Background: an optimization exercise with open tools, aiming at small area, a short achievable clock period and few clock cycles. Do not read the settings as production practice.
The RTL was checked by simulation tests, not by an equivalence proof against the original design.

### flow/design.v
module gf2_isirr (
    input  wire        clk,
    input  wire        rst,
    input  wire        start,
    input  wire [63:0] f,
    input  wire [5:0]  n,
    output wire        busy,
    output reg         done,
    output reg         err,
    output reg         irr,
    output reg  [6:0]  missed
);
    localparam integer KD = 4;      
    localparam integer KL = 2;      
    localparam integer J  = 2;      
    localparam integer T  = 4;      
    localparam integer NQ = 64 / KD;
    localparam [3:0] S_IDLE  = 4'd0,
                     S_CHECK = 4'd1,
                     S_GCD0  = 4'd2,
                     S_LOOP  = 4'd5,
                     S_DIV   = 4'd6,
                     S_DEG   = 4'd7,
                     S_CNT   = 4'd8;
    reg [3:0]   st;
    reg         bsy;
    reg [63:0]  F;           
    reg [63:0]  A, B;        
    reg [127:0] W;           
    reg [5:0]   nr;          
    reg [7:0]   dl;          
    reg         g1r;         
    reg         gzr;         
    reg [5:0]   m;           
    reg [5:0]   kq;          
    reg [5:0]   cnt;         
    reg [5:0]   dd;          
    reg [5:0]   t;           
    reg [6:0]   r;           
    reg [KD-1:0] finv;       
    reg         p1, p2;      
    reg         wz;          
    assign busy = bsy;
    function [5:0] deg64;
        input [63:0] v;
        integer i;
        begin
            deg64 = 6'd0;
            for (i = 0; i < 64; i = i + 1)
                if (v[i]) deg64 = i[5:0];
        end
    endfunction
    wire [5:0] deg_f = deg64(F);
    localparam integer L  = J * T;
    localparam integer CO = J * T;
    localparam integer NC = 2 * CO + 1;
    reg [L-1:0] anl_n, bnl_n;
    reg [NC:0] lt;
    integer    li, lb;
    reg [8:0]  kv;
    reg        lres;
    always @* begin
        for (li = 0; li <= NC; li = li + 1) begin
            kv = li - CO;                   
            lres = 1'b0;
            for (lb = 0; lb < 8; lb = lb + 1) begin
                if ((lb == 7 ? ~kv[7] : kv[lb]) == 1'b1)
                    lres = (lb == 7 ? ~dl[7] : dl[lb]) ? lres : 1'b1;
                else
                    lres = (lb == 7 ? ~dl[7] : dl[lb]) ? 1'b0 : lres;
            end
            lt[li] = lres;
        end
    end
    reg [J-1:0]   cx, csw;        
    reg [J*T-1:0] cs;             
    reg           cneg, dneg;
    reg [NC-1:0]  ch, chn;
    reg [L-1:0]   na, nb, nbx;
    reg [T-1:0]   s1h;
    integer       cj, ci, ck;
    always @* begin
        na = ~anl_n; nb = ~bnl_n;
        cneg = 1'b0;
        ch = {NC{1'b0}}; ch[CO] = 1'b1;
        cx = {J{1'b0}}; csw = {J{1'b0}}; cs = {(J*T){1'b0}};
        for (cj = 0; cj < J; cj = cj + 1) begin
            dneg = 1'b0;
            for (ck = 0; ck < NC; ck = ck + 1)
                dneg = dneg | (ch[ck] & (cneg ? ~lt[ck + 1] : lt[2*CO - ck]));
            cx[cj]  = nb[0];
            csw[cj] = nb[0] & dneg;
            nbx = nb[0] ? (na ^ nb) : nb;
            if (csw[cj]) na = nb;
            s1h = {T{1'b0}};
            s1h[T-1] = 1'b1;
            for (ci = T - 1; ci >= 1; ci = ci - 1)
                if (nbx[ci]) begin s1h = {T{1'b0}}; s1h[ci-1] = 1'b1; end
            cs[cj*T +: T] = s1h;
            nb = {L{1'b0}};
            for (ci = 1; ci <= T; ci = ci + 1)
                nb = nb | ((nbx >> ci) & {L{s1h[ci-1]}});
            if (csw[cj]) begin
                cneg = ~cneg;
                for (ck = 0; ck < NC; ck = ck + 1)
                    chn[ck] = ch[NC - 1 - ck];
                ch = chn;
            end
            chn = {NC{1'b0}};
            for (ci = 1; ci <= T; ci = ci + 1)
                chn = chn | ((ch >> ci) & {NC{s1h[ci-1]}});
            ch = chn;
        end
    end
    reg [7:0] gd;
    reg [7:0] cand;
    integer   cb;
    always @* begin
        gd = 8'd0;
        for (cb = 0; cb < NC; cb = cb + 1) begin
            cand = dl + (cb - CO);
            gd = gd | (cand & {8{ch[cb] & ~cneg}});
            cand = (~dl) + (cb - CO + 1);
            gd = gd | (cand & {8{ch[cb] & cneg}});
        end
    end
    reg [63:0] ga, gb, gx;
    integer    gj, gk;
    always @* begin
        ga = A; gb = B;
        for (gj = 0; gj < J; gj = gj + 1) begin
            gx = gb ^ (ga & {64{(gj == 0) ? B[0] : cx[gj]}});
            if (csw[gj]) ga = gb;
            gb = 64'd0;
            for (gk = 1; gk <= T; gk = gk + 1)
                gb = gb | ((gx >> gk) & {64{cs[gj*T + gk - 1]}});
        end
    end
    reg [KD-1:0]   q;
    reg [KD+63:0]  qf;
    integer        mi, mj;
    always @* begin
        for (mi = 0; mi < KD; mi = mi + 1) begin
            q[mi] = 1'b0;
            for (mj = 0; mj <= mi; mj = mj + 1)
                q[mi] = q[mi] ^ (W[mj] & finv[mi - mj]);
        end
        qf = {(KD+64){1'b0}};
        for (mi = 0; mi < KD; mi = mi + 1)
            qf = qf ^ ({{KD{1'b0}}, F & {64{q[mi]}}} << mi);
    end
    wire [127:0] wx = W ^ {{(64-KD){1'b0}}, qf};
    wire [127:0] wm = {{KD{1'b0}}, wx[127:KD]};
    localparam [127:0] WMASK = {{32{2'b01}}, {64{1'b1}}};
    function [KD-1:0] inv_lo;
        input [KD-1:0] p;
        integer i, j;
        begin
            inv_lo = {KD{1'b0}};
            inv_lo[0] = 1'b1;
            for (i = 1; i < KD; i = i + 1)
                for (j = 1; j <= i; j = j + 1)
                    inv_lo[i] = inv_lo[i] ^ (p[j] & inv_lo[i - j]);
        end
    endfunction
    reg [127:0] sp;
    integer si;
    always @* begin
        sp = 128'd0;
        for (si = 0; si < 64; si = si + 1)
            sp[2*si] = W[si];
    end
    wire [6:0]  kq_of_m7 = ({1'b0, m} + KD - 1) >> KL;        
    wire [5:0]  kq_of_m  = kq_of_m7[5:0];
    wire [6:0]  kk       = {1'b0, kq} << KL;                  
    wire [5:0]  km1      = kk[5:0] - 6'd1;                    
    wire [63:0] onek     = 64'd1 << km1;                      
    wire [5:0]  m_n      = F[0] ? nr : nr - 6'd1;             
    wire [6:0]  kq_n7    = ({1'b0, m_n} + KD - 1) >> KL;
    wire [5:0]  kq_n     = kq_n7[5:0];
    wire [6:0]  kn7      = {1'b0, kq_n} << KL;
    wire [5:0]  kn1      = kn7[5:0] - 6'd1;                   
    wire [5:0]  dd1      = dd + 6'd1;
    wire        more     = ({dd1, 1'b0} <= {1'b0, m});        
    wire [6:0]  rfin     = r + {6'd0, (m != 6'd0)};
    wire        cz       = (cnt == 6'd0);
    wire        g1       = g1r | (A == 64'd1) | (B == 64'd1);
    wire        gz       = gzr | (B == 64'd0);
    wire        gfin     = g1 | gz;
    wire chk_err  = (nr == 6'd0) || (deg_f != nr);
    wire [63:0] fder = (F & 64'hAAAAAAAAAAAAAAAA) >> 1;       
    reg  [2:0]  fs3;                                           
    integer     fi;                                            
    always @* begin
        fs3 = 3'd0;
        for (fi = 0; fi < 64; fi = fi + 1)
            fs3[fi % 3] = fs3[fi % 3] ^ F[fi];
    end
    wire chk_red  = (fder == 64'd0) || (!F[0] && !F[1]);
    wire fin_err = (st == S_CHECK) & chk_err;
    wire fin_red = ((st == S_CHECK) & ~chk_err & chk_red) |
                   ((st == S_GCD0) & ~g1 & gz);
    wire fin_cnt = ((st == S_GCD0) & g1 & (m < 6'd2)) |
                   ((st == S_LOOP) & g1 & ~more);
    wire fin     = fin_err | fin_red | fin_cnt;
    reg [3:0] st_nx;
    always @* begin
        st_nx = st;
        case (st)
            S_IDLE:  if (start) st_nx = S_CHECK;
            S_CHECK: st_nx = S_GCD0;
            S_GCD0:  if (g1) st_nx = S_LOOP;
            S_LOOP:  if (gfin && !g1 && cz) st_nx = S_DIV;
            S_DIV:   if (wz) st_nx = S_DEG;
            S_DEG:   st_nx = S_CNT;
            S_CNT:   if (t == dd) st_nx = S_LOOP;
            default: st_nx = S_IDLE;
        endcase
        if (fin) st_nx = S_IDLE;
    end
    always @(posedge clk) begin
        if (rst) begin
            st     <= S_IDLE;
            bsy    <= 1'b0;
            done   <= 1'b0;
            err    <= 1'b0;
            irr    <= 1'b0;
            missed <= 7'd0;
        end else begin
            st   <= st_nx;
            bsy  <= (st_nx != S_IDLE);
            done <= fin;
            if (fin) begin
                err    <= fin_err;
                irr    <= fin_cnt & (rfin == 7'd1);
                missed <= fin_cnt ? rfin : 7'd0;
            end
        end
    end
    wire s_idle = (st == S_IDLE);
    wire s_chk  = (st == S_CHECK);
    wire s_g0   = (st == S_GCD0);
    wire s_lp   = (st == S_LOOP);
    wire s_div  = (st == S_DIV);
    wire s_deg  = (st == S_DEG);
    wire s_cnt  = (st == S_CNT);
    wire syn    = s_lp & g1 & cz;
    wire dvs    = s_lp & gfin & ~g1 & cz;
    wire cend   = s_cnt & (t == dd);
    wire step   = s_g0 | (s_lp & ~syn & ~dvs);
    wire mstep  = ((s_g0 | s_lp) & ~cz) | s_div;
    wire ab_ld  = s_chk | syn | s_cnt;
    wire [63:0] a_chk = F[0] ? F : fder;
    wire [63:0] b_chk = F[0] ? fder : F;
    wire [63:0] a_syn = (dd == 6'd0) ? (p1 ? 64'd3 : 64'd1) :
                        (dd == 6'd1) ? (p2 ? 64'd7 : 64'd1) : F;
    wire [63:0] b_syn = (dd[5:1] == 5'd0) ? 64'd0 : (W[63:0] ^ onek);
    reg  [63:0] b_div;
    always @* begin
        b_div = B;
        if (cnt[5:4] == 2'b00) b_div[{cnt[3:0], 2'b00} +: KD] = q;
    end
    wire [63:0] a_nx = s_chk ? a_chk : syn ? a_syn : dvs ? W[63:0] :
                       step ? ga : A;
    wire [63:0] b_nx = s_chk ? b_chk : syn ? b_syn : step ? gb :
                       s_div ? b_div : B;
    wire [127:0] w_nx = s_chk ? (128'd1 << {kn1, 1'b0}) : syn ? sp :
                        dvs ? {64'd0, F} : cend ? {64'd0, A} :
                        mstep ? (wm & WMASK) : W;
    wire [5:0] cnt_nx = s_chk ? kq_n : syn ? kq : dvs ? 6'd0 :
                        cend ? (kq - kq_of_m) :
                        mstep ? (s_div ? cnt + 6'd1 : cnt - 6'd1) : cnt;
    wire [7:0] dl_nx  = s_chk ? (F[0] ? 8'hFF : 8'd1) :
                        syn ? ({1'b0, kk} - 8'd1 - {2'b0, m}) :
                        step ? gd : dl;
    always @(posedge clk) begin
        A     <= a_nx;
        B     <= b_nx;
        anl_n <= ~a_nx[L-1:0];
        bnl_n <= ~b_nx[L-1:0];
        W     <= w_nx;
        cnt   <= cnt_nx;
        dl    <= dl_nx;
        if (cend)       g1r <= 1'b1;
        else if (ab_ld) g1r <= 1'b0;
        else            g1r <= g1;
        if (ab_ld)      gzr <= 1'b0;
        else            gzr <= gz;
        if (s_idle) begin
            F  <= f;
            nr <= n;
        end else if (s_chk) begin
            if (!F[0]) F <= F >> 1;
        end else if (dvs) begin
            F <= A;
        end else if (s_div & wz) begin
            F <= B;
        end
        if (s_chk)      finv <= inv_lo(F[0] ? F[KD-1:0] : F[KD:1]);
        else if (dvs)   finv <= inv_lo(A[KD-1:0]);
        else if (s_deg) finv <= inv_lo(F[KD-1:0]);
        if (s_chk)      m <= m_n;
        else if (s_deg) m <= deg_f;
        if (s_deg)      t <= m - deg_f;
        else if (s_cnt) t <= t - dd;
        if (s_chk)      r <= F[0] ? 7'd0 : 7'd1;
        else if (s_cnt) r <= r + 7'd1;
        if (s_chk)      kq <= kq_n;
        else if (cend)  kq <= kq_of_m;
        if (s_chk)      dd <= 6'd0;
        else if (syn)   dd <= dd1;
        if (dvs)        wz <= 1'b0;
        else if (s_div) wz <= (W[63:0] == 64'd0);
        if (s_chk) begin
            p1 <= ~(^F);
            p2 <= (fs3[0] == fs3[1]) && (fs3[1] == fs3[2]);
        end
    end
endmodule
### flow/flow/run.sh
#!/bin/bash
set -euo pipefail
bash standard.sh finish SETUP_SLACK_MARGIN=7.5 > standard.log 2>&1
### flow/standard.sh
#!/bin/bash
# synth_recipe.tcl (not shown) runs the flow's synth.tcl, then flattens the netlist and writes it again
# the make line also repeats each setting of config.mk as NAME=value (left out here)
make -C /OpenROAD-flow-scripts/flow DESIGN_CONFIG=/design/flow/config.mk WORK_HOME=/design/flow/orfs CLKGATE_MAP_FILE= SYNTH_SCRIPT=/design/flow/synth_recipe.tcl "${@:-finish}"
### flow/config.mk
export PLATFORM = sky130hd
export DESIGN_NAME = gf2_isirr
export DESIGN_NICKNAME = gf2_isirr
export VERILOG_FILES = /design/flow/design.v
export SDC_FILE = /design/flow/constraint.sdc
export NUM_CORES = 8
export LEC_CHECK = 0
export CAP_MARGIN = 20
export CORE_MARGIN = 2
export CORE_UTILIZATION = 30
export PLACE_DENSITY = 0.5
export SLEW_MARGIN = 20
### flow/constraint.sdc
create_clock -name core_clock -period 12.0 [get_ports {clk}]
set_input_delay 2.4000 -clock core_clock [delete_from_list [all_inputs] [get_ports {clk}]]
set_output_delay 2.4000 -clock core_clock [all_outputs]
set_load 0.01 [all_outputs]
==> summary.txt, run 1 <==
Run status
  – Outcome: no timing/DRC/antenna violations

Critical path
  – Worst reg2reg endpoint: B[11]$_DFFE_PP_
  – Worst setup SP type: flop
  – Critical Path Source: B[25]$_DFFE_PP_
  – Critical Path RT: 12.48 ns
  – Worst EP arrival: 5.06 ns
  – Worst reg-to-reg path cell count: 11
  – FF-to-FF Start: B[25]$_DFFE_PP_
  – WS Path Type: flop to flop
  – CP Capture Type: flop
  – Setup crit end: B[11]$_DFFE_PP_
  – Setup slack, reg-to-reg: 7.42 ns
  – Critical path peak fanout: 58

Synth
  – Synthesized netlist cell count: 4522
  – Largest cells by area after synthesis: edfxtp_1 (27%), xnor2_1 (9.3%), nand2_1 (7.3%)
  – Post-synth EDFFs: 322
  – Seq cells post-synth: 376
  – Post-Syn Nets: 4677
  – Ys Warns: 1
  – Synthesized area: 36000 µm²
  – Yosys top cell area share: 26.9%
  – Sequential area share after synthesis: 29.9%
  – Synth async-reset ratio: 0%
  – Number of distinct library cells after synthesis: 97
  – Area leader, netlist: edfxtp_1
  – Commonest register cell after synthesis: edfxtp_1
  – Post-Syn Area per Cell: 7.95 µm²

STA
  – Final Hold Viols: 0
  – Fmax: 218 MHz
  – Measured slew at the worst slew-check pin: 1.34 ns
  – Fin Setup TNS: 0 ns
  – Relative slew slack: 10.0%
  – Min Tclk post-route: 4.58 ns
  – Finish-stage setup viols: 0
  – Crit share post-route: 38.2%
  – Setup Skew: 0.0240 ns
  – Slew Viols, Final: 0
  – RSZ-0062 raised after global routing: true

GRT
  – Remaining Overflow, GRT: 0
  – Largest net degree at the start of global routing: 72
  – First-pass GRT wire length: 271000 µm
  – Number of global-route vias before repair: 35300
  – Global Route Usage Sum: 30.2%
  – Initial antenna violation count: 6

Clock network
  – TritonCTS clock tree: done
  – Clk buf depth: 3
  – Clk root buf: clkbuf_16
  – Clk pin slew, worst setup/hold paths: 0.06 ns
  – Num CTS Buffers: 52
  – Clk sinks: 376
  – Clock Latency Late Sink: 0.65 ns
  – Depth of the CTS H-tree: 2

Detailed routing
  – Drt total wl: 197000 µm
  – Via density: 6.36
  – Residual DRC: 0
  – Routed length per instance: 32.1 µm
  – DRT antenna net count: 0
  – Router iterations before antenna repair: 12
  – Initial DRC count: 6445
  – Via total after detailed routing: 39000

Min path
  – Hold Crit Class: flop to flop
  – Cells on Worst Hold Path: 2

Place
  – Detailed placement HPWL: 131000 µm
  – Post-DP Area: 38500 µm²
  – Placed cell count: 5940
  – IO buf count: 83
  – Final Wtd Congestion: 0.984

Final layout
  – Layout cells sized above 1: 10.1%
  – Fin cells: 6132
  – Nets@finish: 4633
  – Post-route core utilization: 35.0%
  – Commonest non-fill, non-tap cell in the layout: nand2_1
  – Commonest cells after routing, fill and taps aside: nand2_1 (685), xnor2_1 (379), nor2_1 (346), edfxtp_1 (322), o21ai_0 (316)
  – Area grow syn2layout: 16.2%
  – Final instance area: 41800 µm²

Floorplanning
  – Core area: 119000 µm²
  – Initial Util: 30.1%
  – Ports: 84
  – Die extent in y: 350 µm
  – Die Span X: 350 µm
  – Row cnt: 127
  – Die area: 123000 µm²

Job
  – Max-cap viol count: 0
==> how the worst min path moves through the flow <==
| stage | startpoint | slack [ns] | end |
|---|---|---|---|
| 6_report | missed[0]$_SDFFE_PP0N_ | 0.46 | missed[0]$_SDFFE_PP0N_ |
| 5_1_grt | missed[6]$_SDFFE_PP0N_ | 0.47 | missed[6]$_SDFFE_PP0N_ |
| 4_1_cts | missed[0]$_SDFFE_PP0N_ | 0.47 | missed[0]$_SDFFE_PP0N_ |
| 3_5_place_dp | missed[3]$_SDFFE_PP0N_ | 0.46 | missed[3]$_SDFFE_PP0N_ |
| 3_3_place_gp | missed[0]$_SDFFE_PP0N_ | 0.45 | missed[0]$_SDFFE_PP0N_ |
| 2_1_floorplan | wz$_SDFFE_PP0P_ | 0.48 | wz$_SDFFE_PP0P_ |
==> sequential cells by signal, summed over array words and instances, names as in the netlist, 3 cells and up <==
register	count
dd	6
nr	6
finv	3
r	7
F	64
kq	5
anl_n	7
W	96
m	6
t	6
B	64
bnl_n	8
cnt	6
dl	8
st	4
missed	7
A	64
==> area by class of cell <==
cell class | instances | area (µm²)
flip-flops and latches | 376 | 10800
repair buffers | 308 | 2880
fillers | 12500 | 77700
clock buffers | 76 | 1500
clock inverters | 16 | 153
inverters | 94 | 377
diodes | 4 | 10.0
multi-input cells | 3646 | 24100
well taps | 1612 | 2020
==> cell usage after synthesis, types with 65 or more instances <==
cell        n
o21ai_0   324
o22ai_1    99
mux2i_1   137
xor2_1    173
clkbuf_1  320
xnor2_1   383
nor4_1     78
inv_1      90
edfxtp_1  322
ha_1       77
nand3_1    69
nand2_1   695
a21oi_1   313
nor2_1    362
nor3_1     68
a22o_1     65
a22oi_1   149
==> kinds of logic after synthesis <==
kind of cell / Yosys count / synth area share (%)
mux: 140 / 3.94
xor+xnor: 557 / 13.6
buf+inv: 503 / 5.38
simple gates: 1439 / 17.5
compound gates: 1425 / 26.8
fa+ha+maj: 82 / 2.96
flops: 376 / 29.9
==> timing repair <==
action,CTS,global route
hold buffers,0,0
setup endpoints to repair,534,354
setup buffers,49,37
cloned,3,7
resized for setup,96,85
pin swaps,14,21
==> through the flow <==
stage	worst slack [ns]	hold WS [ns]
after floorplan	5.62	0.484
after global placement	5.62	0.454
after detailed placement	5.56	0.456
after CTS	7.37	0.467
after global routing	7.36	0.475
final	7.42	0.464
==> worst max-delay path, cell delays in order (launching register included) <==
cell and delay (ns):
edfxtp_1 0.56, nor4_1 0.49, nand4_1 0.40, nor4_4 0.54
buf_4 0.21, a211oi_4 0.16, or2_2 0.37, buf_4 0.24
a21oi_4 0.13, buf_4 0.67, a222oi_1 0.41, o21ai_0 0.16
==> routing by layer <==
| layer | GRT usage [%] | routed length [µm] | part of all wire [%] | vias to the layer above |
|---|---|---|---|---|
| met5 | 0 | 76 | 0.039 | - |
| met1 | 41.9 | 79300 | 40 | 19000 |
| li1 | - | - | - | 16600 |
| met2 | 44.3 | 81700 | 41 | 2847 |
| met3 | 7.49 | 25600 | 13 | 547 |
| met4 | 12.6 | 10300 | 5.2 | 12 |
Testbench counts, summed over its fixed seeds: cycles 55,204.
==> run 2, diff against run 1 <==
--- a/flow/design.v
+++ b/flow/design.v
@@ -27,7 +27,6 @@
     reg [63:0]  F;           
     reg [63:0]  A, B;        
     reg [127:0] W;           
-    reg [5:0]   nr;          
     reg [7:0]   dl;          
     reg         g1r;         
     reg         gzr;         
@@ -175,7 +174,7 @@
     wire [6:0]  kk       = {1'b0, kq} << KL;                  
     wire [5:0]  km1      = kk[5:0] - 6'd1;                    
     wire [63:0] onek     = 64'd1 << km1;                      
-    wire [5:0]  m_n      = F[0] ? nr : nr - 6'd1;             
+    wire [5:0]  m_n      = F[0] ? m : m - 6'd1;               
     wire [6:0]  kq_n7    = ({1'b0, m_n} + KD - 1) >> KL;
     wire [5:0]  kq_n     = kq_n7[5:0];
     wire [6:0]  kn7      = {1'b0, kq_n} << KL;
@@ -187,7 +186,7 @@
     wire        g1       = g1r | (A == 64'd1) | (B == 64'd1);
     wire        gz       = gzr | (B == 64'd0);
     wire        gfin     = g1 | gz;
-    wire chk_err  = (nr == 6'd0) || (deg_f != nr);
+    wire chk_err  = (m == 6'd0) || (deg_f != m);
     wire [63:0] fder = (F & 64'hAAAAAAAAAAAAAAAA) >> 1;       
     reg  [2:0]  fs3;                                           
     integer     fi;                                            
@@ -288,7 +287,6 @@
         else            gzr <= gz;
         if (s_idle) begin
             F  <= f;
-            nr <= n;
         end else if (s_chk) begin
             if (!F[0]) F <= F >> 1;
         end else if (dvs) begin
@@ -299,7 +297,8 @@
         if (s_chk)      finv <= inv_lo(F[0] ? F[KD-1:0] : F[KD:1]);
         else if (dvs)   finv <= inv_lo(A[KD-1:0]);
         else if (s_deg) finv <= inv_lo(F[KD-1:0]);
-        if (s_chk)      m <= m_n;
+        if (s_idle)     m <= n;
+        else if (s_chk) m <= m_n;
         else if (s_deg) m <= deg_f;
         if (s_deg)      t <= m - deg_f;
         else if (s_cnt) t <= t - dd;
==> run 2 against run 1 <==
Highest routed layer unchanged. Worst setup slack got worse by 0.015 ns. Non-clock buffer count fell by 51.
==> summary.txt, run 2 <==
Detailed routing
  – Routed length per instance: 30.0 µm (was 32.1 µm)
  – Drt total wl: 179000 µm (was 197000 µm)
  – Residual DRC: 0 (unchanged)
  – Initial DRC count: 5956 (was 6445)
  – Router iterations before antenna repair: 14 (was 12)
  – Via total after detailed routing: 37700 (was 39000)
  – DRT antenna net count: 0 (unchanged)
  – Via density: 6.32 (was 6.36)

Critical path
  – CP Capture Type: flop (unchanged)
  – Worst setup SP type: flop (unchanged)
  – Critical path peak fanout: 3 (was 58)
  – Max stage delay cell, worst path: edfxtp_1 (was buf_4)
  – Critical Path RT: 12.54 ns (was 12.48 ns)
  – Setup slack, reg-to-reg: 7.40 ns (was 7.42 ns)
  – Worst EP arrival: 5.14 ns (was 5.06 ns)
  – Critical path's most frequent cell: a211oi_1 (was buf_4)
  – FF-to-FF Start: F[2]$_DFFE_PP_ (was B[25]$_DFFE_PP_)
  – Critical-path cell list: inv_2 -> ha_4 -> nor3_4 -> o31ai_2 -> a211oi_1 -> o31ai_1 -> a211oi_1 -> o31ai_1 -> a211oi_1 -> o311a_1 -> o311ai_4 -> a31oi_2 -> o31ai_4 -> buf_12 -> ha_4 -> nand4_1 -> o21ai_2 -> nand2_2 -> nor3_4 -> and3_4 -> o21ai_1 -> a31oi_1 (was nor4_1 -> nand4_1 -> nor4_4 -> buf_4 -> a211oi_4 -> or2_2 -> buf_4 -> a21oi_4 -> buf_4 -> a222oi_1 -> o21ai_0)
  – Critical Path Source: F[2]$_DFFE_PP_ (was B[25]$_DFFE_PP_)
  – Max incr delay on CP: 0.44 ns (was 0.67 ns)
  – Worst reg-to-reg path cell count: 22 (was 11)
  – Crit-path leading delay family: compound AO/OA/AOI/OAI gates (was simple AND/OR/NAND/NOR gates)
  – CP Depth: 22 (was 11)
  – Buf+Inv Stages, Crit Path: 2 (was 3)
  – WS Path Type: flop to flop (unchanged)

Place
  – Detailed placement HPWL: 120000 µm (was 131000 µm)
  – IO buf count: 83 (unchanged)
  – Final Wtd Congestion: 0.980 (was 0.984)
  – Post-DP Area: 38000 µm² (was 38500 µm²)

STA
  – Crit share post-route: 38.3% (was 38.2%)
  – Setup Skew: 0.0243 ns (was 0.0240 ns)
  – Fin Setup TNS: 0 ns (unchanged)
  – RSZ-0062 raised after global routing: true (unchanged)
  – Fmax: 218 MHz (about the same)
  – Slew Viols, Final: 0 (unchanged)
  – Min Tclk post-route: 4.60 ns (was 4.58 ns)
  – Finish-stage setup viols: 0 (unchanged)
  – Relative slew slack: 22.9% (was 10.0%)
  – Measured slew at the worst slew-check pin: 1.15 ns (was 1.34 ns)
  – Final Hold Viols: 0 (unchanged)

Floorplanning
  – Die Span X: 349 µm (was 350 µm)
  – Row cnt: 126 (was 127)
  – Die extent in y: 349 µm (was 350 µm)
  – Ports: 84 (unchanged)
  – Die area: 122000 µm² (was 123000 µm²)
  – Initial Util: 30.3% (was 30.1%)
  – Core area: 118000 µm² (was 119000 µm²)

Job
  – Max-cap viol count: 0 (unchanged)

Final layout
  – Layout cells sized above 1: 9.35% (was 10.1%)
  – Commonest non-fill, non-tap cell in the layout: nand2_1 (unchanged)
  – Largest Register: W (unchanged)
  – Area grow syn2layout: 14.7% (was 16.2%)
  – Filler Cell Count: 12400 (was 12500)
  – Max reg flops: 96 (unchanged)
  – Nets@finish: 4542 (was 4633)
  – Final instance area: 41000 µm² (was 41800 µm²)
  – Commonest cells after routing, fill and taps aside: nand2_1 (665), xnor2_1 (416), nor2_1 (376), a21oi_1 (339), edfxtp_1 (316) (was nand2_1 (685), xnor2_1 (379), nor2_1 (346), edfxtp_1 (322), o21ai_0 (316))

Synth
  – Post-synth EDFFs: 316 (was 322)
  – Yosys top cell area share: 26.5% (was 26.9%)
  – Commonest register cell after synthesis: edfxtp_1 (unchanged)
  – Largest cells by area after synthesis: edfxtp_1 (27%), xnor2_1 (10%), nand2_1 (7.1%) (was edfxtp_1 (27%), xnor2_1 (9.3%), nand2_1 (7.3%))
  – Top-count cell post-synth: nand2_1 (unchanged)
  – Commonest cells in the netlist: nand2_1 (676), xnor2_1 (420), nor2_1 (390), a21oi_1 (344), clkbuf_1 (327) (was nand2_1 (695), xnor2_1 (383), nor2_1 (362), o21ai_0 (324), edfxtp_1 (322))
  – Post-Syn Nets: 4635 (was 4677)
  – Sequential area share after synthesis: 29.5% (was 29.9%)
  – Synthesized netlist cell count: 4482 (was 4522)
  – Post-Syn Area per Cell: 7.99 µm² (was 7.95 µm²)
  – Synth async-reset ratio: 0% (unchanged)
  – Area leader, netlist: edfxtp_1 (unchanged)
  – Synthesized area: 35800 µm² (was 36000 µm²)
  – Seq cells post-synth: 370 (was 376)
  – Ys Warns: 1 (unchanged)
  – Number of distinct library cells after synthesis: 103 (was 97)

Run status
  – Outcome: no timing/DRC/antenna violations (unchanged)

GRT
  – Initial antenna violation count: 7 (was 6)
  – Largest net degree at the start of global routing: 141 (was 72)
  – Remaining Overflow, GRT: 0 (unchanged)
  – Number of global-route vias before repair: 35000 (was 35300)
  – First-pass GRT wire length: 254000 µm (was 271000 µm)
  – Global Route Usage Sum: 27.8% (was 30.2%)

Clock network
  – Clk sinks: 370 (was 376)
  – Clock Latency Late Sink: 0.65 ns (about the same)
  – Num CTS Buffers: 49 (was 52)
  – Clk pin slew, worst setup/hold paths: 0.07 ns (was 0.06 ns)
  – Depth of the CTS H-tree: 2 (unchanged)
  – TritonCTS clock tree: done (unchanged)
  – Clk root buf: clkbuf_16 (unchanged)
  – Clk buf depth: 3 (unchanged)

Min path
  – Hold Crit Class: flop to flop (unchanged)
  – Launch point of the worst hold path: missed[0]$_SDFFE_PP0N_ (unchanged)
  – Cells on Worst Hold Path: 2 (unchanged)
run 2: cell types whose count changed in the layout (fill, tap and decap cells not counted), sizes merged, moves of 34 or more:
cell    before  now
buf        217  169
xor2       173  120
o21ai      330  282
o22ai      101   45
xnor2      384  422
a222oi      57   91
a21boi       5   50
run 2: per-stage QoR:
stage | utilization (%) | cells | hold WS [ns] | setup slack, ns
2_1_floorplan | - | 4482 | 0.432 | 7.52
3_3_place_gp | 32.2 | 5805 | 0.470 | 5.83
3_5_place_dp | 32.2 | 5806 | 0.463 | 6.36
4_1_cts | 34.1 | 5916 | 0.470 | 7.43
5_1_grt | 34.7 | 5963 | 0.497 | 7.27
6_report | 34.7 | 5966 | 0.469 | 7.40
run 2: repair_timing:
item                                    in CTS  in global routing
resized for setup                           86                 66
pin swaps                                    8                 31
hold buffers                                 0                  0
buffers inserted                            19                 43
endpoints found under the setup margin     475                202
cloned                                       2                  4
endpoints found under the hold margin        0                  0
run 2: worst paths after layout:
kind,end
setup reg to reg,bsy$_SDFF_PP0_
hold / removal,missed[0]$_SDFFE_PP0N_
setup / recovery,bsy$_SDFF_PP0_
hold reg to reg,missed[0]$_SDFFE_PP0N_
run 2: worst reg2reg max path, stage by stage, from the launching register on:
cell and delay, ns:
edfxtp_1 0.44, inv_2 0.12, ha_4 0.14, nor3_4 0.05
o31ai_2 0.24, a211oi_1 0.12, o31ai_1 0.27, a211oi_1 0.13
o31ai_1 0.32, a211oi_1 0.13, o311a_1 0.40, o311ai_4 0.33
a31oi_2 0.16, o31ai_4 0.23, buf_12 0.16, ha_4 0.13
nand4_1 0.10, o21ai_2 0.18, nand2_2 0.08, nor3_4 0.27
and3_4 0.25, o21ai_1 0.07, a31oi_1 0.17
run 2: cell families after synthesis:
family	share of synthesized area [%]
buf+inv	5.37
mux	4.75
simple gates	17.9
flops	29.5
fa+ha+maj	2.90
compound gates	26.2
xor+xnor	13.4
run 2: final cells by class:
type	count	area (µm²)	share of cell area, %
Multi-Input combinational cell	3622	24000	58.5
Sequential cell	370	10600	25.8
Antenna cell	3	7.51	0.0183
Inverter	89	345	0.841
Clock buffer	67	1370	3.33
Clock inverter	22	358	0.872
Timing Repair Buffer	257	2440	5.94
Tap cell	1536	1920	4.68
run 2: metal layers:
layer	share of wire [%]	vias up	wire, µm	track usage [%]
li1	-	16300	-	-
met1	41	18400	73100	37.8
met5	0.041	-	74	0
met3	11	449	19400	5.75
met4	5.6	10	9970	13.2
met2	43	2511	76300	41.8
Testbench counts of run 2, summed over its fixed seeds: cycles 55,204.
==> run 3, diff against run 2 <==
--- a/flow/config.mk
+++ b/flow/config.mk
@@ -8,5 +8,6 @@
 export CAP_MARGIN = 20
 export CORE_MARGIN = 2
 export CORE_UTILIZATION = 30
+export CTS_BUF_LIST = sky130_fd_sc_hd__clkbuf_8
 export PLACE_DENSITY = 0.5
 export SLEW_MARGIN = 20
==> run 3 against run 2 <==
Cell area down 0.73%. Worst hold slack got worse by 0.0050 ns. Via count rose by 0.37%. Largest cell class unchanged. Global-route usage grew 0.24 points. Sequential share of layout area rose by 0.19 points. Synthesized cell count is the same. Highest routed layer unchanged. Die area unchanged. Non-clock buffer count decreased by 3. Count of clock-buffer cells in the layout rose by 14. Final cell count grew 0.69%.
==> summary.txt, run 3 <==
Run status
  – Outcome: no timing/DRC/antenna violations (unchanged)

STA
  – RSZ-0062 raised after global routing: true (unchanged)
  – Relative slew slack: 21.3% (was 22.9%)
  – Slew Viols, Final: 0 (unchanged)
  – Final Hold Viols: 0 (unchanged)
  – Measured slew at the worst slew-check pin: 1.17 ns (was 1.15 ns)
  – Min Tclk post-route: 4.55 ns (was 4.60 ns)
  – Crit share post-route: 37.9% (was 38.3%)
  – Setup Skew: 0.0611 ns (was 0.0243 ns)
  – Fmax: 220 MHz (was 218 MHz)
  – Finish-stage setup viols: 0 (unchanged)
  – Fin Setup TNS: 0 ns (unchanged)
  – Worst Hold Slack: 0.464 ns (was 0.469 ns)

Floorplanning
  – Die Span X: 349 µm (unchanged)
  – Die area: 122000 µm² (unchanged)
  – Initial Util: 30.3% (unchanged)
  – Core area: 118000 µm² (unchanged)
  – Die extent in y: 349 µm (unchanged)
  – Ports: 84 (unchanged)
  – Row cnt: 126 (unchanged)

Critical path
  – Crit-path leading delay family: simple AND/OR/NAND/NOR gates (was compound AO/OA/AOI/OAI gates)
  – Max incr delay on CP: 0.56 ns (was 0.44 ns)
  – Max stage delay cell, worst path: edfxtp_1 (unchanged)
  – CP Capture Type: flop (unchanged)
  – Critical-path cell list: nor4_1 -> nand4_1 -> nor4_1 -> buf_4 -> mux2i_1 -> or2_0 -> nor2_4 -> buf_6 -> buf_8 -> mux2i_1 -> o21ai_0 (was inv_2 -> ha_4 -> nor3_4 -> o31ai_2 -> a211oi_1 -> o31ai_1 -> a211oi_1 -> o31ai_1 -> a211oi_1 -> o311a_1 -> o311ai_4 -> a31oi_2 -> o31ai_4 -> buf_12 -> ha_4 -> nand4_1 -> o21ai_2 -> nand2_2 -> nor3_4 -> and3_4 -> o21ai_1 -> a31oi_1)
  – Buf+Inv Stages, Crit Path: 3 (was 2)
  – Critical path peak fanout: 46 (was 3)
  – Worst reg-to-reg path cell count: 11 (was 22)
  – CP Depth: 11 (was 22)
  – FF-to-FF Start: B[14]$_DFFE_PP_ (was F[2]$_DFFE_PP_)
  – Critical Path RT: 12.43 ns (was 12.54 ns)
  – Worst reg2reg endpoint: F[21]$_DFFE_PP_ (was bsy$_SDFF_PP0_)
  – WS Path Type: flop to flop (unchanged)
  – Setup slack, reg-to-reg: 7.45 ns (was 7.40 ns)
  – Worst EP arrival: 4.97 ns (was 5.14 ns)
  – Worst setup SP type: flop (unchanged)

Detailed routing
  – Via total after detailed routing: 37800 (was 37700)
  – Initial DRC count: 6174 (was 5956)
  – Via density: 6.30 (was 6.32)
  – Router iterations before antenna repair: 10 (was 14)
  – DRT antenna net count: 0 (unchanged)
  – Residual DRC: 0 (unchanged)
  – Drt total wl: 179000 µm (about the same)
  – Routed length per instance: 29.9 µm (was 30.0 µm)

Clock network
  – Depth of the CTS H-tree: 3 (was 2)
  – Clk pin slew, worst setup/hold paths: 0.07 ns (about the same)
  – Clock Latency Late Sink: 0.76 ns (was 0.65 ns)
  – Clk buf depth: 3 (unchanged)
  – TritonCTS clock tree: done (unchanged)
  – Clk root buf: clkbuf_8 (was clkbuf_16)
  – Num CTS Buffers: 74 (was 49)
  – Clk sinks: 370 (unchanged)

Place
  – Final Wtd Congestion: 0.980 (unchanged)
  – Detailed placement HPWL: 120000 µm (unchanged)
  – Post-DP Area: 38000 µm² (unchanged)
  – IO buf count: 83 (unchanged)

Synth
  – Synthesized netlist cell count: 4482 (unchanged)
  – Largest cells by area after synthesis: edfxtp_1 (27%), xnor2_1 (10%), nand2_1 (7.1%) (unchanged)
  – Synth async-reset ratio: 0% (unchanged)
  – Number of distinct library cells after synthesis: 103 (unchanged)
  – Area leader, netlist: edfxtp_1 (unchanged)
  – Seq cells post-synth: 370 (unchanged)
  – Synth Area in Compound Gates: 26.2% (unchanged)
  – Post-Syn Nets: 4635 (unchanged)
  – Largest family of logic cells by synthesized area: compound AO/OA/AOI/OAI gates (unchanged)
  – Ys Warns: 1 (unchanged)
  – Post-synth EDFFs: 316 (unchanged)
  – Sequential area share after synthesis: 29.5% (unchanged)
  – Synthesized area: 35800 µm² (unchanged)
  – Top-count cell post-synth: nand2_1 (unchanged)
  – Commonest register cell after synthesis: edfxtp_1 (unchanged)
  – Commonest cells in the netlist: nand2_1 (676), xnor2_1 (420), nor2_1 (390), a21oi_1 (344), clkbuf_1 (327) (unchanged)
  – Yosys top cell area share: 26.5% (unchanged)
  – Mux contribution to synthesized area: 4.75% (unchanged)
  – Synth Area in Adders: 2.90% (unchanged)
  – Post-Syn Area per Cell: 7.99 µm² (unchanged)
  – Simple-gate share of the synthesized area: 17.9% (unchanged)
  – Post-Synth XOR/XNOR Area: 13.4% (unchanged)

Final layout
  – Commonest non-fill, non-tap cell in the layout: nand2_1 (unchanged)
  – Commonest cells after routing, fill and taps aside: nand2_1 (664), xnor2_1 (416), nor2_1 (376), a21oi_1 (338), edfxtp_1 (316) (was nand2_1 (665), xnor2_1 (416), nor2_1 (376), a21oi_1 (339), edfxtp_1 (316))
  – Layout cells sized above 1: 10.0% (was 9.35%)
  – Ant. Diodes: 0 (was 3)
  – Nets@finish: 4565 (was 4542)
  – Area grow syn2layout: 13.8% (was 14.7%)
  – Largest Register: W (unchanged)
  – Final instance area: 40700 µm² (was 41000 µm²)
  – Max reg flops: 96 (unchanged)

Job
  – Max-cap viol count: 0 (unchanged)

GRT
  – First-pass GRT wire length: 256000 µm (was 254000 µm)
  – Initial antenna violation count: 10 (was 7)
  – Number of global-route vias before repair: 35300 (was 35000)
  – Global Route Usage Sum: 28.0% (was 27.8%)
  – Remaining Overflow, GRT: 0 (unchanged)
  – Largest net degree at the start of global routing: 141 (unchanged)

Min path
  – Worst Hold End: missed[0]$_SDFFE_PP0N_ (unchanged)
  – Cells on Worst Hold Path: 2 (unchanged)
  – Launch point of the worst hold path: missed[0]$_SDFFE_PP0N_ (unchanged)
  – Hold Crit Class: flop to flop (unchanged)
-- run 3: cell counts after synthesis --
No cell type changed its count.
-- run 3: area by class of cell --
type | instances | area (µm²)
flip-flops and latches | 370 | 10600
inverters | 89 | 345
fillers | 12500 | 77500
repair buffers | 254 | 2420
clock buffers | 81 | 1110
clock inverters | 54 | 292
well taps | 1536 | 1920
multi-input cells | 3623 | 24100
-- run 3: worst max path at each step --
stage                                from                     end  slack [ns]
after global placement     F[2]$_DFFE_PP_          bsy$_SDFF_PP0_        5.83
after global routing       F[2]$_DFFE_PP_  missed[5]$_SDFFE_PP0N_        7.28
after CTS                  F[3]$_DFFE_PP_          bsy$_SDFF_PP0_        7.48
final                     B[14]$_DFFE_PP_         F[21]$_DFFE_PP_        7.45
after detailed placement   F[2]$_DFFE_PP_          bsy$_SDFF_PP0_        6.36
after floorplan           B[40]$_DFFE_PP_         A[10]$_DFFE_PP_        7.52
-- run 3: layer usage --
layer	vias up	share of wire (%)	GRT usage, %
met5	-	0.071	0
met4	20	5.9	14.1
met3	498	11	6.25
met2	2449	42	41.8
met1	18500	40	37.9
li1	16400	-	-
-- run 3: cells by family (layout without fill, tap and decap cells) --
kind of cell             count (synthesis)  after routing
multiplexers                           167            167
adder cells (fa/ha/maj)                 80             80
AND/OR/NAND/NOR                       1462           1465
flip-flops                             370            370
buffers and inverters                  492            478
AO/OA/AOI/OAI                         1369           1369
XOR/XNOR                               542            542
-- run 3: worst min-delay path: cells and delay by family, from the launching register on --
family | cells | cell delay [ns]
AND/OR/NAND/NOR | 1 | 0.05
AO/OA/AOI/OAI | 1 | 0.05
flip-flops | 1 | 0.32
-- run 3: metrics by stage --
step | util (%) | setup WS, ns | instances
final | 34.5 | 7.45 | 6007
after global routing | 34.5 | 7.28 | 6007
after CTS | 33.9 | 7.48 | 5966
after detailed placement | 32.2 | 6.36 | 5806
after global placement | 32.2 | 5.83 | 5805
after floorplan | - | 7.52 | 4482
-- run 3: timing repair --
action,4_1_cts,5_1_grt
resized for setup,83,88
hold buffers,0,0
pin swaps,7,39
cloned,3,4
setup endpoints to repair,480,210
buffers inserted,22,37
==> run 4, diff against run 3 <==
==> flow/flow/run.sh (replaced) <==
#!/bin/bash
set -euo pipefail
bash standard.sh finish SETUP_SLACK_MARGIN=8 > standard.log 2>&1
--- a/flow/config.mk
+++ b/flow/config.mk
@@ -8,6 +8,5 @@
 export CAP_MARGIN = 20
 export CORE_MARGIN = 2
 export CORE_UTILIZATION = 30
-export CTS_BUF_LIST = sky130_fd_sc_hd__clkbuf_8
 export PLACE_DENSITY = 0.5
 export SLEW_MARGIN = 20
==> run 4 against run 3 <==
Still clean on timing, DRC and antenna. Final cell count increased by 1.1%. Synthesized area unchanged. First-iteration DRC count decreased by 0.70%. Worst setup slack improved by 0.12 ns. Critical path type unchanged.
==> summary.txt, run 4 <==
Synth
  – Synthesized area: 35800 µm² (unchanged)
  – Top-count cell post-synth: nand2_1 (unchanged)
  – Ys Warns: 1 (unchanged)
  – Yosys top cell area share: 26.5% (unchanged)
  – Seq cells post-synth: 370 (unchanged)
  – Post-Syn Area per Cell: 7.99 µm² (unchanged)
  – Post-Syn Nets: 4635 (unchanged)
  – Area leader, netlist: edfxtp_1 (unchanged)
  – Sequential area share after synthesis: 29.5% (unchanged)
  – Synthesized netlist cell count: 4482 (unchanged)
  – Number of distinct library cells after synthesis: 103 (unchanged)
  – Largest cells by area after synthesis: edfxtp_1 (27%), xnor2_1 (10%), nand2_1 (7.1%) (unchanged)
  – Post-synth EDFFs: 316 (unchanged)
  – Synth async-reset ratio: 0% (unchanged)
  – Commonest cells in the netlist: nand2_1 (676), xnor2_1 (420), nor2_1 (390), a21oi_1 (344), clkbuf_1 (327) (unchanged)
  – Commonest register cell after synthesis: edfxtp_1 (unchanged)

GRT
  – Largest net degree at the start of global routing: 76 (was 141)
  – Initial antenna violation count: 8 (was 10)
  – Remaining Overflow, GRT: 0 (unchanged)
  – First-pass GRT wire length: 264000 µm (was 256000 µm)
  – Global Route Usage Sum: 29.3% (was 28.0%)
  – Number of global-route vias before repair: 35100 (was 35300)

STA
  – Final Hold Viols: 0 (unchanged)
  – Fmax: 226 MHz (was 220 MHz)
  – Crit share post-route: 36.9% (was 37.9%)
  – Finish-stage setup viols: 0 (unchanged)
  – Relative slew slack: 25.4% (was 21.3%)
  – Slew Viols, Final: 0 (unchanged)
  – RSZ-0062 raised after global routing: true (unchanged)
  – Min Tclk post-route: 4.43 ns (was 4.55 ns)
  – Measured slew at the worst slew-check pin: 1.12 ns (was 1.17 ns)
  – Setup Skew: 0.0333 ns (was 0.0611 ns)
  – Fin Setup TNS: 0 ns (unchanged)

Floorplanning
  – Die area: 122000 µm² (unchanged)
  – Ports: 84 (unchanged)
  – Initial Util: 30.3% (unchanged)
  – Core area: 118000 µm² (unchanged)
  – Row cnt: 126 (unchanged)
  – Die extent in y: 349 µm (unchanged)
  – Die Span X: 349 µm (unchanged)

Critical path
  – CP Capture Type: flop (unchanged)
  – Max incr delay on CP: 0.69 ns (was 0.56 ns)
  – Critical path's most frequent cell: nor2_1
  – Worst reg2reg endpoint: bsy$_SDFF_PP0_ (was F[21]$_DFFE_PP_)
  – Worst setup SP type: flop (unchanged)
  – Worst EP arrival: 5.01 ns (was 4.97 ns)
  – Crit-path leading delay family: simple AND/OR/NAND/NOR gates (unchanged)
  – Worst reg-to-reg path cell count: 16 (was 11)
  – Critical-path cell list: or4_1 -> nor3b_1 -> a21oi_1 -> nor2_1 -> nor3_1 -> nor2_1 -> ha_1 -> and3_1 -> nand4_1 -> o21ai_2 -> nand2_1 -> nor3_2 -> buf_4 -> and3_4 -> nand2_2 -> a31oi_1 (was nor4_1 -> nand4_1 -> nor4_1 -> buf_4 -> mux2i_1 -> or2_0 -> nor2_4 -> buf_6 -> buf_8 -> mux2i_1 -> o21ai_0)
  – WS Path Type: flop to flop (unchanged)
  – Critical Path RT: 12.58 ns (was 12.43 ns)
  – Critical path peak fanout: 15 (was 46)
  – Max stage delay cell, worst path: edfxtp_1 (unchanged)
  – Setup slack, reg-to-reg: 7.57 ns (was 7.45 ns)
  – FF-to-FF Start: F[29]$_DFFE_PP_ (was B[14]$_DFFE_PP_)
  – Buf+Inv Stages, Crit Path: 1 (was 3)

Min path
  – Launch point of the worst hold path: missed[0]$_SDFFE_PP0N_ (unchanged)
  – Hold Crit Class: flop to flop (unchanged)
  – Cells on Worst Hold Path: 2 (unchanged)
  – Worst Hold End: missed[0]$_SDFFE_PP0N_ (unchanged)

Detailed routing
  – Initial DRC count: 6131 (was 6174)
  – Routed length per instance: 31.4 µm (was 29.9 µm)
  – Drt total wl: 191000 µm (was 179000 µm)
  – Via total after detailed routing: 38900 (was 37800)
  – Residual DRC: 0 (unchanged)
  – Router iterations before antenna repair: 7 (was 10)
  – Via density: 6.41 (was 6.30)
  – DRT antenna net count: 0 (unchanged)

Final layout
  – Filler Cell Count: 12200 (was 12500)
  – Fin cells: 6072 (was 6007)
  – Nets@finish: 4646 (was 4565)
  – Commonest cells after routing, fill and taps aside: nand2_1 (660), xnor2_1 (412), nor2_1 (370), a21oi_1 (335), edfxtp_1 (316) (was nand2_1 (664), xnor2_1 (416), nor2_1 (376), a21oi_1 (338), edfxtp_1 (316))
  – Largest Register: W (unchanged)
  – Final instance area: 43000 µm² (was 40700 µm²)
  – Area grow syn2layout: 20.2% (was 13.8%)
  – Max reg flops: 96 (unchanged)
  – Commonest non-fill, non-tap cell in the layout: nand2_1 (unchanged)
  – Layout cells sized above 1: 13.6% (was 10.0%)

Place
  – Post-DP Area: 38100 µm² (was 38000 µm²)
  – Detailed placement HPWL: 120000 µm (about the same)
  – Final Wtd Congestion: 0.979 (was 0.980)
  – Placed cell count: 5808 (was 5806)
  – IO buf count: 83 (unchanged)

Clock network
  – Depth of the CTS H-tree: 2 (was 3)
  – Clock Latency Late Sink: 0.67 ns (was 0.76 ns)
  – Clk pin slew, worst setup/hold paths: 0.06 ns (was 0.07 ns)
  – Num CTS Buffers: 49 (was 74)
  – Clk sinks: 370 (unchanged)
  – Clk buf depth: 3 (unchanged)
  – TritonCTS clock tree: done (unchanged)
  – Clk root buf: clkbuf_16 (was clkbuf_8)

Job
  – Max-cap viol count: 0 (unchanged)

Run status
  – Outcome: no timing/DRC/antenna violations (unchanged)
-- run 4: cell families after synthesis --
logic type,count (synthesis),share of synthesized area (%)
flip-flops,370,29.5
XOR/XNOR,542,13.4
adder cells (fa/ha/maj),80,2.90
multiplexers,167,4.75
buffers and inverters,492,5.37
AND/OR/NAND/NOR,1462,17.9
AO/OA/AOI/OAI,1369,26.2
-- run 4: layout make-up --
type,count,area (µm²),share of cell area (%)
Antenna cell,6,15.0,0.0349
Clock buffer,66,1370,3.19
Clock inverter,22,164,0.381
Inverter,89,352,0.817
Multi-Input combinational cell,3631,24900,57.9
Sequential cell,370,10600,24.6
Tap cell,1536,1920,4.47
Timing Repair Buffer,352,3710,8.63
-- run 4: how the worst max path moves through the flow --
| stage | from | endpoint | slack, ns | depth (start not counted) |
|---|---|---|---|---|
| 2_1_floorplan | B[40]$_DFFE_PP_ | B[10]$_DFFE_PP_ | 7.74 | 10 |
| 3_3_place_gp | B[26]$_DFFE_PP_ | W[78]$_DFFE_PP_ | 6.28 | 13 |
| 3_5_place_dp | F[2]$_DFFE_PP_ | bsy$_SDFF_PP0_ | 6.25 | 22 |
| 4_1_cts | F[3]$_DFFE_PP_ | bsy$_SDFF_PP0_ | 7.52 | 23 |
| 5_1_grt | F[3]$_DFFE_PP_ | bsy$_SDFF_PP0_ | 7.45 | 23 |
| 6_report | F[29]$_DFFE_PP_ | bsy$_SDFF_PP0_ | 7.57 | 16 |
-- run 4: routing by layer --
metal	GRT usage, %	routed length (µm)	vias to the layer above
met4	15.2	12400	6
met5	0	38	-
li1	-	-	16600
met3	7.06	23800	574
met2	43.1	79100	2834
met1	39.6	75500	18900
-- run 4: what timing repair did --
item,4_1_cts,5_1_grt
gates resized for setup,207,145
setup endpoints to repair,624,288
buffers inserted,69,72
gates cloned,18,11
pin swaps,46,61
hold buffers,0,0
endpoints found under the hold margin,0,0
-- run 4: through the flow --
stage,setup slack (ns),util [%],hold WS [ns]
2_1_floorplan,7.74,-,0.432
3_3_place_gp,6.28,32.2,0.446
3_5_place_dp,6.25,32.2,0.454
4_1_cts,7.52,35.1,0.461
5_1_grt,7.45,36.4,0.489
6_report,7.57,36.4,0.457
-- run 4: worst min-delay path, cell delays in order (launching register included) --
cell     delay (ns)
dfxtp_1        0.31
nand2_1        0.05
a21oi_1        0.05
==> run 5, diff against run 4 <==
==> flow/flow/run.sh (replaced) <==
#!/bin/bash
set -euo pipefail
bash standard.sh finish SETUP_SLACK_MARGIN=7.5 > standard.log 2>&1
--- a/flow/config.mk
+++ b/flow/config.mk
@@ -7,6 +7,6 @@
 export LEC_CHECK = 0
 export CAP_MARGIN = 20
 export CORE_MARGIN = 2
-export CORE_UTILIZATION = 30
-export PLACE_DENSITY = 0.5
+export CORE_UTILIZATION = 40
+export PLACE_DENSITY = 0.55
 export SLEW_MARGIN = 20
==> run 5 against run 4 <==
Worst setup slack got worse by 0.076 ns. Still clean on timing, DRC and antenna. Highest routed layer unchanged. Flip-flop and latch count unchanged. First-iteration DRC count decreased by 7.5%.
==> summary.txt, run 5 <==
Synth
  – Post-synth EDFFs: 316 (unchanged)
  – Area leader, netlist: edfxtp_1 (unchanged)
  – Largest cells by area after synthesis: edfxtp_1 (27%), xnor2_1 (10%), nand2_1 (7.1%) (unchanged)
  – Commonest register cell after synthesis: edfxtp_1 (unchanged)
  – Synth async-reset ratio: 0% (unchanged)
  – Seq cells post-synth: 370 (unchanged)
  – Post-Syn Area per Cell: 7.99 µm² (unchanged)
  – Synthesized area: 35800 µm² (unchanged)
  – Yosys top cell area share: 26.5% (unchanged)
  – Synthesized netlist cell count: 4482 (unchanged)
  – Number of distinct library cells after synthesis: 103 (unchanged)
  – Ys Warns: 1 (unchanged)
  – Commonest cells in the netlist: nand2_1 (676), xnor2_1 (420), nor2_1 (390), a21oi_1 (344), clkbuf_1 (327) (unchanged)
  – Sequential area share after synthesis: 29.5% (unchanged)
  – Top-count cell post-synth: nand2_1 (unchanged)
  – Post-Syn Nets: 4635 (unchanged)

Clock network
  – Depth of the CTS H-tree: 2 (unchanged)
  – Clock Latency Late Sink: 0.65 ns (was 0.67 ns)
  – Clk pin slew, worst setup/hold paths: 0.06 ns (about the same)
  – Clk buf depth: 3 (unchanged)
  – Num CTS Buffers: 48 (was 49)
  – Clk sinks: 370 (unchanged)
  – Clk root buf: clkbuf_16 (unchanged)
  – TritonCTS clock tree: done (unchanged)

Place
  – Final Wtd Congestion: 0.993 (was 0.979)
  – Detailed placement HPWL: 117000 µm (was 120000 µm)
  – Worst slack, placed: 5.96 ns (was 6.25 ns)
  – Placed cell count: 5422 (was 5808)
  – IO buf count: 83 (unchanged)

Min path
  – Hold Crit Class: flop to flop (unchanged)
  – Worst Hold End: wz$_SDFFE_PP0P_ (was missed[0]$_SDFFE_PP0N_)
  – Cells on Worst Hold Path: 2 (unchanged)
  – Launch point of the worst hold path: wz$_SDFFE_PP0P_ (was missed[0]$_SDFFE_PP0N_)

STA
  – RSZ-0062 raised after global routing: true (unchanged)
  – Measured slew at the worst slew-check pin: 1.34 ns (was 1.12 ns)
  – Min Tclk post-route: 4.51 ns (was 4.43 ns)
  – Worst Setup Slack, final: 7.49 ns (was 7.57 ns)
  – Setup Skew: 0.0350 ns (was 0.0333 ns)
  – Finish-stage setup viols: 0 (unchanged)
  – Slew Viols, Final: 0 (unchanged)
  – Final Hold Viols: 0 (unchanged)
  – Crit share post-route: 37.6% (was 36.9%)
  – Fmax: 222 MHz (was 226 MHz)
  – Relative slew slack: 10.1% (was 25.4%)
  – Fin Setup TNS: 0 ns (unchanged)

Detailed routing
  – Routed length per instance: 31.8 µm (was 31.4 µm)
  – DRT antenna net count: 0 (unchanged)
  – Router iterations before antenna repair: 11 (was 7)
  – Drt total wl: 177000 µm (was 191000 µm)
  – Met2 routed WL: 75500 µm (was 79100 µm)
  – Met3 wire len: 20400 µm (was 23800 µm)
  – Via density: 6.77 (was 6.41)
  – Via total after detailed routing: 37700 (was 38900)
  – Initial DRC count: 5672 (was 6131)
  – Top Layer Used: met5 (unchanged)
  – Residual DRC: 0 (unchanged)
  – Wl on met1: 69000 µm (was 75500 µm)

Critical path
  – FF-to-FF Start: B[16]$_DFFE_PP_ (was F[29]$_DFFE_PP_)
  – Critical Path RT: 12.27 ns (was 12.58 ns)
  – Crit-path leading delay family: simple AND/OR/NAND/NOR gates (unchanged)
  – Critical path's most frequent cell: buf_4 (was nor2_1)
  – CP Capture Type: flop (unchanged)
  – Buf+Inv Stages, Crit Path: 4 (was 1)
  – Setup slack, reg-to-reg: 7.49 ns (was 7.57 ns)
  – Worst reg2reg endpoint: A[23]$_DFFE_PP_ (was bsy$_SDFF_PP0_)
  – Worst setup SP type: flop (unchanged)
  – Critical path peak fanout: 56 (was 15)
  – Worst reg-to-reg path cell count: 12 (was 16)
  – Max incr delay on CP: 0.53 ns (was 0.69 ns)
  – WS Path Type: flop to flop (unchanged)
  – Max stage delay cell, worst path: nand4_1 (was edfxtp_1)
  – Critical-path cell list: nor4_1 -> nand4_1 -> nor4_2 -> buf_4 -> a21oi_1 -> nand2b_1 -> buf_4 -> nand2_1 -> buf_4 -> nor2_1 -> nand2_2 -> buf_12 (was or4_1 -> nor3b_1 -> a21oi_1 -> nor2_1 -> nor3_1 -> nor2_1 -> ha_1 -> and3_1 -> nand4_1 -> o21ai_2 -> nand2_1 -> nor3_2 -> buf_4 -> and3_4 -> nand2_2 -> a31oi_1)
  – Worst EP arrival: 4.77 ns (was 5.01 ns)

Floorplanning
  – Initial Util: 40.4% (was 30.3%)
  – Die area: 91900 µm² (was 122000 µm²)
  – Die Span X: 303 µm (was 349 µm)
  – Row cnt: 109 (was 126)
  – Ports: 84 (unchanged)
  – Core area: 88500 µm² (was 118000 µm²)
  – Die extent in y: 303 µm (was 349 µm)

Job
  – Max-cap viol count: 0 (unchanged)

GRT
  – First-pass GRT wire length: 252000 µm (was 264000 µm)
  – Number of global-route vias before repair: 34900 (was 35100)
  – Global Route Usage Sum: 37.1% (was 29.3%)
  – Remaining Overflow, GRT: 0 (unchanged)
  – Largest net degree at the start of global routing: 139 (was 76)
  – Initial antenna violation count: 5 (was 8)

Final layout
  – Layout cells sized above 1: 8.74% (was 13.6%)
  – Nets@finish: 4511 (was 4646)
  – Max reg flops: 96 (unchanged)
  – Area grow syn2layout: 12.2% (was 20.2%)
  – Largest Register: W (unchanged)
  – Commonest cells after routing, fill and taps aside: nand2_1 (664), xnor2_1 (416), nor2_1 (376), a21oi_1 (341), edfxtp_1 (316) (was nand2_1 (660), xnor2_1 (412), nor2_1 (370), a21oi_1 (335), edfxtp_1 (316))
  – Fin cells: 5562 (was 6072)
  – Commonest non-fill, non-tap cell in the layout: nand2_1 (unchanged)

Run status
  – Outcome: no timing/DRC/antenna violations (unchanged)
[run 5: cell counts after synthesis]
No cell type changed its count.
[run 5: per-layer routing]
| layer | vias to the layer above | global-route usage, % |
|---|---|---|
| li1 | 16300 | - |
| met2 | 2667 | 55.9 |
| met4 | 8 | 20.4 |
| met1 | 18100 | 48.8 |
| met3 | 567 | 8.78 |
| met5 | - | 0 |
[run 5: how the worst max path moves through the flow]
stage	from	end	slack (ns)	cells past startpoint
floorplan	B[40]$_DFFE_PP_	A[10]$_DFFE_PP_	7.52	10
global placement	F[3]$_DFFE_PP_	bsy$_SDFF_PP0_	5.95	21
detailed placement	F[3]$_DFFE_PP_	bsy$_SDFF_PP0_	5.96	21
CTS	F[3]$_DFFE_PP_	t[5]$_DFFE_PN_	7.51	21
global route	st[3]$_SDFF_PP0_	dl[4]$_DFFE_PP_	7.42	13
finish	B[16]$_DFFE_PP_	A[23]$_DFFE_PP_	7.49	12
[run 5: layout make-up]
cell class,instances,area (µm²)
Timing Repair Buffer,224,2150
Clock inverter,23,219
Inverter,89,339
Antenna cell,2,5.00
Multi-Input combinational cell,3625,24100
Fill cell,8860,48400
Sequential cell,370,10600
Clock buffer,64,1320
Tap cell,1165,1460
[run 5: worst min-delay path, cell delays in order, from the launching register on]
cell and delay (ns):
dfxtp_1 0.31, nand2_1 0.05, a21oi_1 0.05
[run 5: metrics by stage]
step	util, %	instance area [µm²]	hold slack, ns
after global routing	45.4	40200	0.472
after CTS	44.9	39700	0.458
after global placement	42.4	37500	0.443
after floorplan	-	35800	0.432
final	45.4	40200	0.457
after detailed placement	42.4	37500	0.451
[run 5: cells by family after synthesis]
logic type,after synthesis,synth area share [%]
adders and majority gates,80,2.90
xor gates and xnor gates,542,13.4
buffers and inverters,492,5.37
muxes,167,4.75
DFF,370,29.5
AOI/OAI and AO/OA,1369,26.2
and+or+nand+nor,1462,17.9
[run 5: repair_timing]
action,CTS,global route
endpoints found under the hold margin,0,0
endpoints found under the setup margin,559,306
resized for setup,87,55
cloned,6,2
pin swaps,17,13
hold buffers,0,0
buffers inserted,23,20

==> re-timing with driven ports <==
The flow's constraints put no driver on any port. The routed layouts listed below were extracted and timed again, unchanged, in two steps.
Step 1 (the two cells are an assumption about what drives the block):
set clk [get_ports {clk}]
set_driving_cell -lib_cell sky130_fd_sc_hd__clkbuf_16 $clk
set_driving_cell -lib_cell sky130_fd_sc_hd__buf_2 [delete_from_list [all_inputs] $clk]
Step 2 also shifts input and output timing later by t, the mid clock arrival at the registers, as if the neighbouring blocks saw the same clock.
a / b / c = ideal ports / drivers / drivers and shift; a / b = the first two.
| run | shift t [ns] | setup slack, ns | clock arrival spread, ns |
|---|---|---|---|
| run 1 | 0.714 | 7.418 / 7.418 / 7.418 | 0.024 / 0.024 |
| run 2 | 0.708 | 7.403 / 7.403 / 7.403 | 0.025 / 0.025 |
| run 3 | 0.796 | 7.454 / 7.454 / 7.454 | 0.063 / 0.062 |
| run 4 | 0.724 | 7.570 / 7.570 / 7.570 | 0.033 / 0.033 |
| run 5 | 0.698 | 7.494 / 7.494 / 7.494 | 0.035 / 0.035 |
After both steps every run listed still meets setup and hold.
